From an optimization exercise on the open Yosys and OpenROAD flow, aimed at small area; shortcuts taken in it are not production practice.
Function was checked by simulation only, so behaviour that the tests miss may differ from the original.
Power is estimated from default activity; no workload was simulated.

==> run a <==
// hba_regfront
module hba_regfront (
    input  wire        clk,
    input  wire        rst_n,
    input  wire        msix_avail,    
    input  wire        req_valid,
    input  wire        req_write,
    input  wire [1:0]  req_win,       
    input  wire [3:0]  req_size,      
    input  wire [15:0] req_addr,
    input  wire [31:0] req_wdata,
    output wire        rsp_valid,
    output wire [31:0] rsp_rdata,
    output wire        irq_line,
    output wire        msix_notify,
    output wire        transport_reset,
    output wire        viol_valid,
    output wire [3:0]  viol_code
);
    localparam MSG_WORDS = 31;
    localparam [1:0] S_NONE = 2'd0, S_WRITE = 2'd1, S_READ = 2'd2;
    localparam [3:0] V_PV_WIDTH            = 4'd1;
    localparam [3:0] V_PV_KEY              = 4'd2;
    localparam [3:0] V_PV_DB_INDEX         = 4'd3;
    localparam [3:0] V_PV_DB_WRITE_IN_READ = 4'd4;
    localparam [3:0] V_UA_UNKNOWN_OFFSET   = 4'd5;
    localparam [3:0] V_UA_UNIMPLEMENTED    = 4'd6;
    localparam [3:0] V_UA_DIAG_WINDOW      = 4'd7;
    localparam [3:0] V_UA_DB_FUNCTION      = 4'd8;
    localparam [3:0] V_UA_WO_READ          = 4'd9;
    localparam [3:0] R_DB     = 4'd10;    
    localparam [3:0] R_DBDATA = 4'd11;    
    localparam [3:0] R_DIAG   = 4'd12;
    localparam [3:0] R_ISTS   = 4'd13;
    localparam [3:0] R_IMASK  = 4'd14;
    localparam [3:0] R_HCB    = 4'd15;
    localparam [3:0] W_MSIX   = 4'd13;
    localparam [3:0] W_TRESET = 4'd14;
    reg        msix_inuse;
    reg        ist0;           
    reg [2:0]  imask;          
    reg [1:0]  dbstate;
    reg [4:0]  capm1;          
    reg [5:0]  cnt;            
    reg [31:0] buf_w [0:MSG_WORDS-1];
    reg [2:0]  progress;       
    reg [31:0] hcbsize;
    reg        rv;
    reg [3:0]  ev;
    wire diag_we = (progress == 3'd6);
    wire bad_width = (req_size != 4'd4) || (req_addr[1:0] != 2'b00);
    wire in_diag   = req_win[1];
    wire io_range  = (req_win == 2'd1) && (req_addr[15:8] != 8'h00);
    wire hi_zero   = (req_addr[15:8] == 8'h00);
    wire a_db      = hi_zero && (req_addr[7:0] == 8'h00);
    wire a_wrseq   = hi_zero && (req_addr[7:0] == 8'h04);
    wire a_diag    = hi_zero && (req_addr[7:0] == 8'h08);
    wire a_ists    = hi_zero && (req_addr[7:0] == 8'h30);
    wire a_imask   = hi_zero && (req_addr[7:0] == 8'h34);
  ...
clock: 10.0 ns
lec_check: 0
cap_margin: 20
core_margin: 2
core_utilization: 40
slew_margin: 20
run.sh (not shown) runs the stock make flow with config.mk's settings and CLKGATE_MAP_FILE= SYNTH_SCRIPT=/design/flow/synth_recipe.tcl, a recipe that flattens the netlist after the stock synthesis.
==> run b: changes against run a <==
--- a/flow/design.v
+++ b/flow/design.v
@@ -48,13 +48,13 @@
     localparam [3:0] W_TRESET = 4'd14;
     reg        msix_inuse;
     reg        ist0;           
     reg [2:0]  imask;          
     reg [1:0]  dbstate;
-    reg [4:0]  capm1;          
+    reg [4:0]  cap;            
     reg [5:0]  cnt;            
-    reg [31:0] buf_w [0:MSG_WORDS-1];
+    reg [31:0] chain [0:MSG_WORDS-1];
     reg [2:0]  progress;       
     reg [31:0] hcbsize;
     reg        rv;
     reg [3:0]  ev;
     wire diag_we = (progress == 3'd6);
@@ -91,33 +91,36 @@
             3'd3: exp_key = 4'h2;
             3'd4: exp_key = 4'h7;
             default: exp_key = 4'hD;
         endcase
     end
-    wire cap_zero  = (capm1 == 5'd31);
-    wire last_word = (cnt[4:0] == capm1);
-    wire all_read  = (cnt == {capm1, 1'b1});
+    wire [5:0] cnt_inc   = cnt + 6'd1;
+    wire       cap_zero  = (cap == 5'd0);
+    wire       last_word = (cnt_inc[4:0] == cap);
+    wire       all_read  = (cnt == {cap, 1'b0});
     reg        n_ist0;
     reg [2:0]  n_imask;
     reg [1:0]  n_dbstate;
-    reg [4:0]  n_capm1;
+    reg [4:0]  n_cap;
     reg [5:0]  n_cnt;
     reg [2:0]  n_progress;
     reg [31:0] n_hcbsize;
     reg        do_append;
+    reg        do_rshift;      
     reg        do_eval;
     reg        do_soft;
     reg [3:0]  n_ev;
     always @(*) begin
         n_ist0     = ist0;
         n_imask    = imask;
         n_dbstate  = dbstate;
-        n_capm1    = capm1;
+        n_cap      = cap;
         n_cnt      = cnt;
         n_progress = progress;
         n_hcbsize  = hcbsize;
         do_append  = 1'b0;
+        do_rshift  = 1'b0;
         do_eval    = 1'b0;
         do_soft    = 1'b0;
         n_ev       = 4'd0;
         if (req_valid) begin
             if (bad_width) begin
@@ -129,12 +132,13 @@
                                                 : V_UA_UNKNOWN_OFFSET;
             end else if (!req_write) begin
                 if (a_db) begin
                     n_ev = R_DB;
                     if (dbstate == S_READ && !all_read) begin
-                        n_ev  = R_DBDATA;
-                        n_cnt = cnt + 6'd1;
+                        n_ev      = R_DBDATA;
+                        n_cnt     = cnt_inc;
+                        do_rshift = !cnt[0] && (cnt != 6'd0);
                     end
                 end else if (a_wrseq) begin
                     n_ev = V_UA_WO_READ;
                 end else if (a_diag) begin
                     n_ev = R_DIAG;
@@ -152,13 +156,13 @@
                     end else begin
                         case (dbstate)
                             S_WRITE: begin
                                 if (!cap_zero) begin
                                     do_append = 1'b1;
-                                    n_cnt     = cnt + 6'd1;
+                                    n_cnt     = cnt_inc;
                                     if (last_word) begin
-                                        n_cnt     = 6'd63;
+                                        n_cnt     = 6'd0;
                                         n_dbstate = S_READ;
                                         n_ist0    = 1'b1;
                                         do_eval   = 1'b1;
                                     end
                                 end else begin
@@ -170,11 +174,11 @@
                                 n_ev = V_PV_DB_WRITE_IN_READ;
                             end
                             default: begin
                                 if (fn_hs) begin
                                     n_dbstate = S_WRITE;
-                                    n_capm1   = req_wdata[20:16] - 5'd1;
+                                    n_cap     = req_wdata[20:16];
                                     n_cnt     = 6'd0;
                                     n_ist0    = 1'b1;
                                     do_eval   = 1'b1;
                                 end else begin
                                     n_ev = V_UA_DB_FUNCTION;
@@ -241,19 +245,35 @@
             rv         <= req_valid && !req_write;
             ev         <= n_ev;
         end
     end
     always @(posedge clk) begin
-        capm1 <= n_capm1;
+        cap   <= n_cap;
         cnt   <= n_cnt;
     end
+    wire       en15  = cap[4];
+    wire       head1 = cap[4] ^ cap[0];           
+    wire [2:0] rem   = (cap[4] | cap[0]) ? cap[3:1] : cap[3:1] - 3'd1;
+    wire [31:0] s3 = en15   ? chain[16] : req_wdata;
+    wire [31:0] s2 = rem[2] ? chain[8]  : s3;
+    wire [31:0] s1 = rem[1] ? chain[4]  : s2;
+    wire [31:0] s0 = rem[0] ? chain[2]  : s1;
+    wire shift = rst_n && (do_append || do_rshift);
+    integer k;
     always @(posedge clk) begin
-        if (rst_n && do_append)
-            buf_w[cnt[4:0]] <= req_wdata;
-    end
-    wire [31:0] rword = buf_w[cnt[5:1]];
-    wire [15:0] rhalf = cnt[0] ? rword[31:16] : rword[15:0];
+        if (shift) begin
+            for (k = 0; k < MSG_WORDS - 1; k = k + 1)
+                chain[k] <= chain[k + 1];
+            chain[30] <= req_wdata;
+            chain[15] <= s3;
+            chain[7]  <= s2;
+            chain[3]  <= s1;
+            chain[1]  <= s0;
+        end
+    end
+    wire [31:0] rword = head1 ? chain[1] : chain[0];
+    wire [15:0] rhalf = cnt[0] ? rword[15:0] : rword[31:16];
     wire r_db     = rv && (ev == R_DB);
     wire r_dbdata = rv && (ev == R_DBDATA);
     wire r_diag   = rv && (ev == R_DIAG);
     wire r_ists   = rv && (ev == R_ISTS);
     wire r_imask  = rv && (ev == R_IMASK);
==> flow/flow/run.sh (new file) <==
#!/bin/bash
# The standard layout (standard.sh, with its unchanged synthesis), with two
# changes: the port buffers are the smallest buffer cell instead of the
# default clkdlybuf4s50_1, and clock tree synthesis clusters the registers
# into groups driven by clkbuf_8 without adding dummy loads.
set -euo pipefail
export BUFFER_PORTS_ARGS="-buffer_cell sky130_fd_sc_hd__buf_1"
export CTS_ARGS="-sink_clustering_enable -repair_clock_nets -dont_use_dummy_load -sink_clustering_size 19 -sink_clustering_max_diameter 55 -buf_list sky130_fd_sc_hd__clkbuf_8"
bash standard.sh finish > standard.log 2>&1
==> flow/standard.sh (new file) <==
#!/bin/bash
# synth_recipe.tcl (not shown) runs the flow's synth.tcl, then flattens the netlist and writes it again
# the make line also repeats each setting of config.mk as NAME=value (left out here)
make -C /OpenROAD-flow-scripts/flow DESIGN_CONFIG=/design/flow/config.mk WORK_HOME=/design/flow/orfs CLKGATE_MAP_FILE= SYNTH_SCRIPT=/design/flow/synth_recipe.tcl "${@:-finish}"
Settings changed: CORE_UTILIZATION 40 to 75, PLACE_DENSITY set to 0.85.
removed: flow/run.sh
==> run c: changes against run a <==
--- a/flow/design.v
+++ b/flow/design.v
@@ -48,13 +48,13 @@
     localparam [3:0] W_TRESET = 4'd14;
     reg        msix_inuse;
     reg        ist0;           
     reg [2:0]  imask;          
     reg [1:0]  dbstate;
-    reg [4:0]  capm1;          
+    reg [4:0]  cap;            
     reg [5:0]  cnt;            
-    reg [31:0] buf_w [0:MSG_WORDS-1];
+    reg [31:0] chain [0:MSG_WORDS-1];
     reg [2:0]  progress;       
     reg [31:0] hcbsize;
     reg        rv;
     reg [3:0]  ev;
     wire diag_we = (progress == 3'd6);
@@ -91,33 +91,36 @@
             3'd3: exp_key = 4'h2;
             3'd4: exp_key = 4'h7;
             default: exp_key = 4'hD;
         endcase
     end
-    wire cap_zero  = (capm1 == 5'd31);
-    wire last_word = (cnt[4:0] == capm1);
-    wire all_read  = (cnt == {capm1, 1'b1});
+    wire [5:0] cnt_inc   = cnt + 6'd1;
+    wire       cap_zero  = (cap == 5'd0);
+    wire       last_word = (cnt_inc[4:0] == cap);
+    wire       all_read  = (cnt == {cap, 1'b0});
     reg        n_ist0;
     reg [2:0]  n_imask;
     reg [1:0]  n_dbstate;
-    reg [4:0]  n_capm1;
+    reg [4:0]  n_cap;
     reg [5:0]  n_cnt;
     reg [2:0]  n_progress;
     reg [31:0] n_hcbsize;
     reg        do_append;
+    reg        do_rshift;      
     reg        do_eval;
     reg        do_soft;
     reg [3:0]  n_ev;
     always @(*) begin
         n_ist0     = ist0;
         n_imask    = imask;
         n_dbstate  = dbstate;
-        n_capm1    = capm1;
+        n_cap      = cap;
         n_cnt      = cnt;
         n_progress = progress;
         n_hcbsize  = hcbsize;
         do_append  = 1'b0;
+        do_rshift  = 1'b0;
         do_eval    = 1'b0;
         do_soft    = 1'b0;
         n_ev       = 4'd0;
         if (req_valid) begin
             if (bad_width) begin
@@ -129,12 +132,13 @@
                                                 : V_UA_UNKNOWN_OFFSET;
             end else if (!req_write) begin
                 if (a_db) begin
                     n_ev = R_DB;
                     if (dbstate == S_READ && !all_read) begin
-                        n_ev  = R_DBDATA;
-                        n_cnt = cnt + 6'd1;
+                        n_ev      = R_DBDATA;
+                        n_cnt     = cnt_inc;
+                        do_rshift = !cnt[0] && (cnt != 6'd0);
                     end
                 end else if (a_wrseq) begin
                     n_ev = V_UA_WO_READ;
                 end else if (a_diag) begin
                     n_ev = R_DIAG;
@@ -152,13 +156,13 @@
                     end else begin
                         case (dbstate)
                             S_WRITE: begin
                                 if (!cap_zero) begin
                                     do_append = 1'b1;
-                                    n_cnt     = cnt + 6'd1;
+                                    n_cnt     = cnt_inc;
                                     if (last_word) begin
-                                        n_cnt     = 6'd63;
+                                        n_cnt     = 6'd0;
                                         n_dbstate = S_READ;
                                         n_ist0    = 1'b1;
                                         do_eval   = 1'b1;
                                     end
                                 end else begin
@@ -170,11 +174,11 @@
                                 n_ev = V_PV_DB_WRITE_IN_READ;
                             end
                             default: begin
                                 if (fn_hs) begin
                                     n_dbstate = S_WRITE;
-                                    n_capm1   = req_wdata[20:16] - 5'd1;
+                                    n_cap     = req_wdata[20:16];
                                     n_cnt     = 6'd0;
                                     n_ist0    = 1'b1;
                                     do_eval   = 1'b1;
                                 end else begin
                                     n_ev = V_UA_DB_FUNCTION;
@@ -241,19 +245,35 @@
             rv         <= req_valid && !req_write;
             ev         <= n_ev;
         end
     end
     always @(posedge clk) begin
-        capm1 <= n_capm1;
+        cap   <= n_cap;
         cnt   <= n_cnt;
     end
+    wire       en15 = cap[4];
+    wire [3:0] rem  = cap[4] ? cap[3:0] : cap[3:0] - 4'd1;
+    wire [31:0] s4 = en15   ? chain[16] : req_wdata;
+    wire [31:0] s3 = rem[3] ? chain[8]  : s4;
+    wire [31:0] s2 = rem[2] ? chain[4]  : s3;
+    wire [31:0] s1 = rem[1] ? chain[2]  : s2;
+    wire [31:0] s0 = rem[0] ? chain[1]  : s1;
+    wire shift = rst_n && (do_append || do_rshift);
+    integer k;
     always @(posedge clk) begin
-        if (rst_n && do_append)
-            buf_w[cnt[4:0]] <= req_wdata;
-    end
-    wire [31:0] rword = buf_w[cnt[5:1]];
-    wire [15:0] rhalf = cnt[0] ? rword[31:16] : rword[15:0];
+        if (shift) begin
+            for (k = 0; k < MSG_WORDS - 1; k = k + 1)
+                chain[k] <= chain[k + 1];
+            chain[30] <= req_wdata;
+            chain[15] <= s4;
+            chain[7]  <= s3;
+            chain[3]  <= s2;
+            chain[1]  <= s1;
+            chain[0]  <= s0;
+        end
+    end
+    wire [15:0] rhalf = cnt[0] ? chain[0][15:0] : chain[0][31:16];
     wire r_db     = rv && (ev == R_DB);
     wire r_dbdata = rv && (ev == R_DBDATA);
     wire r_diag   = rv && (ev == R_DIAG);
     wire r_ists   = rv && (ev == R_ISTS);
     wire r_imask  = rv && (ev == R_IMASK);
Settings changed: CTS_BUF_LIST set to sky130_fd_sc_hd__clkbuf_8, CTS_CLUSTER_DIAMETER set to 40, CTS_CLUSTER_SIZE set to 20.
==> run d: changes against run a <==
--- a/flow/design.v
+++ b/flow/design.v
@@ -48,13 +48,13 @@
     localparam [3:0] W_TRESET = 4'd14;
     reg        msix_inuse;
     reg        ist0;           
     reg [2:0]  imask;          
     reg [1:0]  dbstate;
-    reg [4:0]  capm1;          
+    reg [4:0]  cap;            
     reg [5:0]  cnt;            
-    reg [31:0] buf_w [0:MSG_WORDS-1];
+    reg [31:0] chain [0:MSG_WORDS-1];
     reg [2:0]  progress;       
     reg [31:0] hcbsize;
     reg        rv;
     reg [3:0]  ev;
     wire diag_we = (progress == 3'd6);
@@ -91,33 +91,36 @@
             3'd3: exp_key = 4'h2;
             3'd4: exp_key = 4'h7;
             default: exp_key = 4'hD;
         endcase
     end
-    wire cap_zero  = (capm1 == 5'd31);
-    wire last_word = (cnt[4:0] == capm1);
-    wire all_read  = (cnt == {capm1, 1'b1});
+    wire [5:0] cnt_inc   = cnt + 6'd1;
+    wire       cap_zero  = (cap == 5'd0);
+    wire       last_word = (cnt_inc[4:0] == cap);
+    wire       all_read  = (cnt == {cap, 1'b0});
     reg        n_ist0;
     reg [2:0]  n_imask;
     reg [1:0]  n_dbstate;
-    reg [4:0]  n_capm1;
+    reg [4:0]  n_cap;
     reg [5:0]  n_cnt;
     reg [2:0]  n_progress;
     reg [31:0] n_hcbsize;
     reg        do_append;
+    reg        do_rshift;      
     reg        do_eval;
     reg        do_soft;
     reg [3:0]  n_ev;
     always @(*) begin
         n_ist0     = ist0;
         n_imask    = imask;
         n_dbstate  = dbstate;
-        n_capm1    = capm1;
+        n_cap      = cap;
         n_cnt      = cnt;
         n_progress = progress;
         n_hcbsize  = hcbsize;
         do_append  = 1'b0;
+        do_rshift  = 1'b0;
         do_eval    = 1'b0;
         do_soft    = 1'b0;
         n_ev       = 4'd0;
         if (req_valid) begin
             if (bad_width) begin
@@ -129,12 +132,13 @@
                                                 : V_UA_UNKNOWN_OFFSET;
             end else if (!req_write) begin
                 if (a_db) begin
                     n_ev = R_DB;
                     if (dbstate == S_READ && !all_read) begin
-                        n_ev  = R_DBDATA;
-                        n_cnt = cnt + 6'd1;
+                        n_ev      = R_DBDATA;
+                        n_cnt     = cnt_inc;
+                        do_rshift = !cnt[0] && (cnt != 6'd0);
                     end
                 end else if (a_wrseq) begin
                     n_ev = V_UA_WO_READ;
                 end else if (a_diag) begin
                     n_ev = R_DIAG;
@@ -152,13 +156,13 @@
                     end else begin
                         case (dbstate)
                             S_WRITE: begin
                                 if (!cap_zero) begin
                                     do_append = 1'b1;
-                                    n_cnt     = cnt + 6'd1;
+                                    n_cnt     = cnt_inc;
                                     if (last_word) begin
-                                        n_cnt     = 6'd63;
+                                        n_cnt     = 6'd0;
                                         n_dbstate = S_READ;
                                         n_ist0    = 1'b1;
                                         do_eval   = 1'b1;
                                     end
                                 end else begin
@@ -170,11 +174,11 @@
                                 n_ev = V_PV_DB_WRITE_IN_READ;
                             end
                             default: begin
                                 if (fn_hs) begin
                                     n_dbstate = S_WRITE;
-                                    n_capm1   = req_wdata[20:16] - 5'd1;
+                                    n_cap     = req_wdata[20:16];
                                     n_cnt     = 6'd0;
                                     n_ist0    = 1'b1;
                                     do_eval   = 1'b1;
                                 end else begin
                                     n_ev = V_UA_DB_FUNCTION;
@@ -241,19 +245,35 @@
             rv         <= req_valid && !req_write;
             ev         <= n_ev;
         end
     end
     always @(posedge clk) begin
-        capm1 <= n_capm1;
+        cap   <= n_cap;
         cnt   <= n_cnt;
     end
+    wire       en15  = cap[4];
+    wire       head1 = cap[4] ^ cap[0];           
+    wire [2:0] rem   = (cap[4] | cap[0]) ? cap[3:1] : cap[3:1] - 3'd1;
+    wire [31:0] s3 = en15   ? chain[16] : req_wdata;
+    wire [31:0] s2 = rem[2] ? chain[8]  : s3;
+    wire [31:0] s1 = rem[1] ? chain[4]  : s2;
+    wire [31:0] s0 = rem[0] ? chain[2]  : s1;
+    wire shift = rst_n && (do_append || do_rshift);
+    integer k;
     always @(posedge clk) begin
-        if (rst_n && do_append)
-            buf_w[cnt[4:0]] <= req_wdata;
-    end
-    wire [31:0] rword = buf_w[cnt[5:1]];
-    wire [15:0] rhalf = cnt[0] ? rword[31:16] : rword[15:0];
+        if (shift) begin
+            for (k = 0; k < MSG_WORDS - 1; k = k + 1)
+                chain[k] <= chain[k + 1];
+            chain[30] <= req_wdata;
+            chain[15] <= s3;
+            chain[7]  <= s2;
+            chain[3]  <= s1;
+            chain[1]  <= s0;
+        end
+    end
+    wire [31:0] rword = head1 ? chain[1] : chain[0];
+    wire [15:0] rhalf = cnt[0] ? rword[15:0] : rword[31:16];
     wire r_db     = rv && (ev == R_DB);
     wire r_dbdata = rv && (ev == R_DBDATA);
     wire r_diag   = rv && (ev == R_DIAG);
     wire r_ists   = rv && (ev == R_ISTS);
     wire r_imask  = rv && (ev == R_IMASK);
==> flow/flow/run.sh (new file) <==
#!/bin/bash
# The standard layout (standard.sh, with its unchanged synthesis), with two
# changes: the port buffers are the smallest buffer cell instead of the
# default clkdlybuf4s50_1, and clock tree synthesis clusters the registers
# into groups driven by clkbuf_16 without adding dummy loads.
set -euo pipefail
export BUFFER_PORTS_ARGS="-buffer_cell sky130_fd_sc_hd__buf_1"
export CTS_ARGS="-sink_clustering_enable -repair_clock_nets -dont_use_dummy_load -sink_clustering_size 28 -sink_clustering_max_diameter 60 -buf_list sky130_fd_sc_hd__clkbuf_16"
bash standard.sh finish > standard.log 2>&1
==> flow/standard.sh (new file) <==
#!/bin/bash
# synth_recipe.tcl (not shown) runs the flow's synth.tcl, then flattens the netlist and writes it again
# the make line also repeats each setting of config.mk as NAME=value (left out here)
make -C /OpenROAD-flow-scripts/flow DESIGN_CONFIG=/design/flow/config.mk WORK_HOME=/design/flow/orfs CLKGATE_MAP_FILE= SYNTH_SCRIPT=/design/flow/synth_recipe.tcl "${@:-finish}"
Settings changed: CORE_UTILIZATION 40 to 70, PLACE_DENSITY set to 0.8.
removed: flow/run.sh
==> results.txt <==
Between run a and run b, the lower non-clock buffer count is in run b (gap 46). Against run d, the worst setup slack of run c is worse by 0.18 ns. The highest final cell count belongs to run a, the lowest to run b. Global-route usage: run c < run a < run d < run b. Clock power, lowest first: run b, run d, run c, run a. Run c completed with no timing, DRC or antenna violations. Run d went through all stages and came out clean. Run a ran to the end with no violations. Run b went through all stages and came out clean. Of run d and run b, run d has the higher first-iteration DRC count (gap about 3%, measured against run b). Clock skew: run b > run d > run c > run a.

re-timing with driven ports:
In the flow no input, the clock included, has a driving cell. The finished layouts below were timed again as built, in two steps.
Step 1: set_driving_cell puts a clkbuf_16 on clk and a buf_2 on each other input, an assumption about the parent block.
Step 2 also shifts input and output timing later by t, the mid clock arrival at the registers, as if the neighbouring blocks saw the same clock.
Three values: no drivers, after step 1, after step 2; two values: the first two.
run | t, ns | slack for setup (ns) | worst hold slack (ns) | worst data-port slew with drivers (ns) | cell pins on the clock port's net
run a | 0.736 | 3.086 / 3.014 / 2.845 | 0.452 / 0.452 / 0.452 | 0.12 | 1
run b | 0.677 | 4.723 / 4.758 / 4.081 | 0.371 / 0.371 / 0.371 | 0.06 | 1
run c | 0.787 | 4.353 / 4.390 / 3.603 | 0.397 / 0.397 / 0.397 | 0.17 | 1
run d | 0.651 | 4.531 / 4.565 / 3.914 | 0.360 / 0.360 / 0.360 | 0.08 | 1
After both steps setup and hold are still met in every run listed. For run c, which loses most, drivers alone change the setup slack by +0.037 ns; drivers and shift together by -0.750 ns.
